This is an optimization exercise on Yosys and OpenROAD, whose aim is small area, a short achievable clock period and few clock cycles per item, not a production implementation. Function was checked by simulation only, so behaviour that the tests miss may differ from the original. Power and IR drop assume default switching activity.

==> job 2425: inputs <==
// dtg_wpe
module dtg_wpe (
    input  wire        clk,
    input  wire        rst,           
    input  wire        start,
    input  wire        op,
    input  wire [31:0] freq_hz,
    input  wire [31:0] duty_raw,      
    input  wire [31:0] dt_raw,        
    input  wire [11:0] div16_in,
    input  wire [15:0] top_in,
    output wire        ready,
    output reg         done,
    output reg         err,
    output reg  [11:0] div16,
    output reg  [15:0] top,
    output wire [31:0] cc,
    output wire [15:0] eff_ticks,
    output wire [31:0] achieved_dt_ns,
    output wire [31:0] achieved_freq
);
make LEC_CHECK=0 CAP_MARGIN=20 CORE_MARGIN=2 CORE_UTILIZATION=40 PLACE_DENSITY=0.6 SETUP_SLACK_MARGIN=5 SLEW_MARGIN=20 finish   # period 10.0 ns
run.sh (not shown) runs the stock make flow with config.mk's settings and CLKGATE_MAP_FILE= SYNTH_SCRIPT=/design/flow/synth_recipe.tcl, a recipe that flattens the netlist after the stock synthesis.
==> inputs of job 5770, as changes to job 2425 <==
--- a/flow/design.v
+++ b/flow/design.v
@@ -15,27 +15,28 @@
     output reg  [15:0] top,
     output wire [31:0] cc,
     output wire [15:0] eff_ticks,
     output wire [31:0] achieved_dt_ns,
     output wire [31:0] achieved_freq
 );
     localparam [31:0] K0 = 32'd2000000000;    
-    localparam [17:0] K1 = 18'd244140;        
+    localparam [17:0] K1 = 18'd244128;        
     reg        busy;
-    reg aSET, aDIV, aDINC, aD1, aD2, aC, aWM, aFIN, aDONE;
+    reg aSET, aDIV, aDINC, aD1, aD2, aC, aTOP, aWM, aFIN, aDONE;
+    reg aQ;
     reg phQ, phC;            
     reg ksel;                
     reg d16;                 
     reg topv;                
     reg d2v;                 
     reg dv;                  
-    reg [29:0] ra;           
+    reg [30:0] ra;           
     reg [29:0] ya;           
     reg [25:0] qa;           
-    reg  [4:0] cnta;         
+    reg  [4:0] cnta;
     reg        kb;           
     reg mWTOP, mD2, mA, mWT, mE2, mE3, mADT, mDONE;
     reg needd2;
     reg [18:0] acc;          
     reg  [3:0] cntm;
     reg [16:0] duty_q;       
     reg  [2:0] mwin;         
@@ -47,15 +48,15 @@
     reg [15:0] a_r;
     reg [15:0] b_r;
     reg [26:0] adt;
     assign ready          = ~busy;
     assign cc             = {b_r, a_r};
     assign eff_ticks      = nq;
     assign achieved_dt_ns = {5'd0, adt};
-    assign achieved_freq  = {7'd0, qa[24:0]};
+    assign achieved_freq  = {6'd0, qa};
     wire        f_err   = (freq_hz < 32'd4) | (freq_hz > 32'd41666666);
     wire        f_big   = (freq_hz > 32'd953);
     wire        d16_in  = (div16_in == 12'd16);
     wire [16:0] duty_c  = duty_raw[31]               ? 17'd0 :
                           (duty_raw > 32'h0001_0000) ? 17'h1_0000 :
                                                        duty_raw[16:0];
     wire [27:0] dt_c    = dt_raw[31]          ? 28'd0 :
@@ -65,33 +66,35 @@
         integer i;
         begin
             msb30 = 5'd0;
             for (i = 0; i < 30; i = i + 1)
                 if (v[i]) msb30 = i[4:0];
         end
     endfunction
-    function kbit(input [4:0] idx);
+    function kbit(input sel, input [4:0] idx);
         begin
-            kbit = (idx != 5'd31) & K0[idx];
+            if (sel) kbit = (idx < 5'd18) & K1[idx];
+            else     kbit = K0[idx];
         end
     endfunction
     wire [4:0]  ym      = msb30(ya);
     wire [4:0]  s0      = 5'd31 - ym;
-    wire [4:0]  k_init  = 5'd30 - ym;
-    wire [31:0] r_init  = K0 >> s0;
-    wire        kb_init = kbit(k_init);
-    wire        kb_next = kbit(cnta - 5'd1);
-    wire        alast   = (cnta == {1'b0, ksel, ksel, 1'b0, ksel});    
-    wire [30:0] sh      = {ra, kb};
+    wire [4:0]  s1      = 5'd18 - ym;
+    wire [4:0]  s_init  = ksel ? s1 : s0;
+    wire [31:0] r_init  = ksel ? ({14'd0, K1} >> s1) : (K0 >> s0);
+    wire        kb_init = kbit(ksel, s_init - 5'd1);
+    wire        kb_next = kbit(ksel, cnta - 5'd2);
+    wire [30:0] sh      = {ra[29:0], kb};
     wire [31:0] ax = ({32{aDIV}} & {1'b0, sh}) |
-                     ({32{aD1}}  & {2'b0, ra}) |
+                     ({32{aQ}}   & {6'd0, qa}) |
+                     ({32{aD1}}  & {1'b0, ra}) |
                      ({32{aD2}}  & {14'd0, K1});
-    wire [31:0] ay = {2'b0, ya};
-    wire [25:0] qinc = qa + 26'd1;
-    wire [16:0] qdec = qa[16:0] - 17'd1;
+    wire [31:0] ay = ({32{~aQ}}        & {2'b0, ya}) |
+                     ({32{aQ & ~aTOP}} & 32'hFFFF_FFFE) |
+                     {31'd0, aQ};
     wire [31:0] az  = ax - ay;
     wire        age = ~az[31];
     function [2:0] dwin(input [11:0] d, input [3:0] j);
         reg [14:0] dx;
         begin
             dx   = {2'b00, d, 1'b0};
             dwin = dx >> {j[2:0], 1'b0};
@@ -118,14 +121,22 @@
     wire [12:0] tsh  = tSAT ? rt : {rt[11:0], nq[15]};
     wire [13:0] tz   = {1'b0, tsh} - {2'b0, div16};
     wire        tge  = ~tz[13];
     wire a_fin = aFIN | aDONE;
     wire m_fin = mDONE | (mADT & (cntm == 4'd6)) | (mE3 & d16);
     wire fin   = a_fin & m_fin;
     always @(posedge clk) begin
+        if (rst) begin
+            busy  <= 1'b0;
+            done  <= 1'b0;
+            {aSET, aDIV, aDINC, aD1, aD2, aC, aTOP, aWM, aFIN, aDONE} <= 10'd0;
+            aQ    <= 1'b0;
+            {mWTOP, mD2, mA, mWT, mE2, mE3, mADT, mDONE} <= 8'd0;
+            {tWD, tSAT, tDIV, tDONE} <= 4'd0;
+        end else begin
             done <= 1'b0;
             if (!busy) begin
                 if (start) begin
                     busy   <= 1'b1;
                     err    <= 1'b0;
                     topv   <= 1'b0;
                     d2v    <= 1'b0;
@@ -168,36 +179,37 @@
                         phQ    <= 1'b1;
                         aSET   <= 1'b1;
                         mWTOP  <= 1'b1;
                         tWD    <= 1'b1;
                     end
                 end
             end else begin
+                aQ <= (aDIV & (cnta == 5'd1)) | aC;
                 if (aSET) begin
-                    ra   <= r_init[29:0];
-                    cnta <= k_init;
+                    ra   <= r_init[30:0];
+                    cnta <= s_init;
                     kb   <= kb_init;
                     qa   <= 26'd0;
                     aSET <= 1'b0;
                     aDIV <= 1'b1;
                 end
                 if (aDIV) begin
-                    ra   <= age ? az[29:0] : sh[29:0];
+                    ra   <= age ? az[30:0] : sh;
                     qa   <= {qa[24:0], age};
                     cnta <= cnta - 5'd1;
                     kb   <= kb_next;
-                    if (alast) begin
+                    if (cnta == 5'd1) begin
                         aDIV  <= 1'b0;
                         aDINC <= phQ;
                         aC    <= phC;
                         aFIN  <= ~phQ & ~phC;
                     end
                 end
                 if (aDINC) begin
-                    div16 <= qinc[11:0];
+                    div16 <= az[11:0];
                     dv    <= 1'b1;
                     aDINC <= 1'b0;
                     aD1   <= 1'b1;
                 end
                 if (aD1) begin
                     ya  <= az[29:0];
                     aD1 <= 1'b0;
@@ -208,32 +220,40 @@
                     ksel <= 1'b0;
                     phQ  <= 1'b0;
                     phC  <= 1'b1;
                     aD2  <= 1'b0;
                     aSET <= 1'b1;
                 end
                 if (aC) begin
-                    qa   <= {1'b0, qinc[25:1]};
-                    top  <= qdec[16:1];
+                    qa <= az[26:1];
+                    if (d16) ya <= {9'd0, az[17:1], 4'd0};
+                    aC   <= 1'b0;
+                    aTOP <= 1'b1;
+                end
+                if (aTOP) begin
+                    top  <= az[15:0];
                     topv <= 1'b1;
                     phC  <= 1'b0;
-                    aC   <= 1'b0;
+                    aTOP <= 1'b0;
                     if (d16) begin
-                        ya   <= {9'd0, qinc[17:1], 4'd0};
-                        aSET <= 1'b1;
+                        ra   <= r_init[30:0];
+                        cnta <= s_init;
+                        kb   <= kb_init;
+                        qa   <= 26'd0;
+                        aDIV <= 1'b1;
                     end else begin
                         aWM  <= 1'b1;
                     end
                 end
                 if (aWM && d2v) begin
                     aWM  <= 1'b0;
                     aSET <= 1'b1;
                 end
                 if (aFIN) begin
-                    qa    <= {1'b0, qinc[25:1]};
+                    qa    <= az[26:1];
                     aFIN  <= 1'b0;
                     aDONE <= 1'b1;
                 end
                 if (mWTOP && topv) begin
                     cntm  <= 4'd0;
                     mWTOP <= 1'b0;
                     if (needd2) begin
@@ -339,21 +359,16 @@
                         tDIV  <= 1'b0;
                         tDONE <= 1'b1;
                     end
                 end
                 if (fin) begin
                     done  <= 1'b1;
                     busy  <= 1'b0;
-                    {aSET, aDIV, aDINC, aD1, aD2, aC, aWM, aFIN, aDONE} <= 9'd0;
+                    {aSET, aDIV, aDINC, aD1, aD2, aC, aTOP, aWM, aFIN, aDONE} <= 10'd0;
+                    aQ    <= 1'b0;
                     {mWTOP, mD2, mA, mWT, mE2, mE3, mADT, mDONE} <= 8'd0;
                     {tWD, tSAT, tDIV, tDONE} <= 4'd0;
                 end
             end
-        if (rst) begin
-            busy  <= 1'b0;
-            done  <= 1'b0;
-            {aSET, aDIV, aDINC, aD1, aD2, aC, aWM, aFIN, aDONE} <= 9'd0;
-            {mWTOP, mD2, mA, mWT, mE2, mE3, mADT, mDONE} <= 8'd0;
-            {tWD, tSAT, tDIV, tDONE} <= 4'd0;
         end
     end
 endmodule
==> inputs of job 3893, as changes to job 2425 <==
SETUP_SLACK_MARGIN = unset   (was 5)
==> results.txt <==
metric                                                                   job 3893        job 5770        job 2425
Layout-stage area growth over the synthesis result                          19.2%           20.9%           19.4%
Post-route fraction of the period consumed by the critical path             0.539           0.487           0.472
Post-synth EDFFs                                                              265             266             265
Inserted tap cell count                                                       748             756             748
Total number of sequential cells                                              288             291             288
Static leakage                                                            10.1 nW         10.6 nW         10.1 nW
Launch instance of the worst register-to-register path                         mA          ya[23]            mADT
Post-synthesis sequential area ratio                                        0.374           0.369           0.374
Post-synthesis sequential element count                                       288             291             288
Placement-stage cell area                                             25500 sq um     26300 sq um     25500 sq um
Number of non-clock inverters                                                 156             148             156
Clock network fraction of total power                                       0.353           0.350           0.353
Vias per Instance                                                            6.21            6.47            6.21
Fraction of power spent switching nets                                      0.334           0.334           0.335
Number of antenna violations at the first check in global routing               2               1               2
Largest net degree at the start of global routing                              79              82              79
Util after Layout                                                           0.485           0.491           0.486
Met3 wire length                                                          7640 um         8930 um         7680 um
Outcome                                                            finished clean  finished clean  finished clean
Internal Dissipation                                                      2.78 mW         2.66 mW         2.78 mW
Post-synthesis share of cell area spent on xor and xnor gates              0.0385          0.0337          0.0385
Final critical delay including setup and external delays                  5.39 ns         4.87 ns         4.72 ns
Number of logic stages on the critical path including buffering                14              15              16
Placed instance count                                                        3430            3554            3430
Area occupied by multi-input gates                                    12700 sq um     13400 sq um     12700 sq um
Testbench counts of job 2425, summed over its fixed seeds: cycles 86,784, items 2,400.
Testbench counts of job 5770, summed over its fixed seeds: cycles 87,205, items 2,400.
Testbench counts of job 3893, summed over its fixed seeds: cycles 86,784, items 2,400.

afterwards: timing with drivers on the ports:
No port has a modelled driver above. Below, the same layouts with a new extraction and two added sets of constraints. Step 1 assumes that a clkbuf_16 drives the clock port and a buf_2 every other input. Step 2 times the ports against the registers' clock, not the clock port: input delays grow and output delays shrink by t, the midpoint of the rising clock arrivals with the driver on. a / b / c = ideal ports / drivers / drivers and shift; a / b = the first two.
run	t, ns	slack for setup (ns)	worst setup path after step 2	slew at the worst register clock pin (ns)	cell pins on the clock port's net
job 2425	0.626	5.277 / 5.277 / 5.277	register to register	0.07 / 0.07	1
job 5770	0.626	5.130 / 5.130 / 4.576	input to register	0.07 / 0.07	1
job 3893	0.625	4.609 / 4.609 / 4.609	register to register	0.06 / 0.06	1
After both steps setup and hold are still met in every run listed. For job 5770, which loses most, drivers alone change the setup slack by 0.000 ns; drivers and shift together by -0.554 ns.
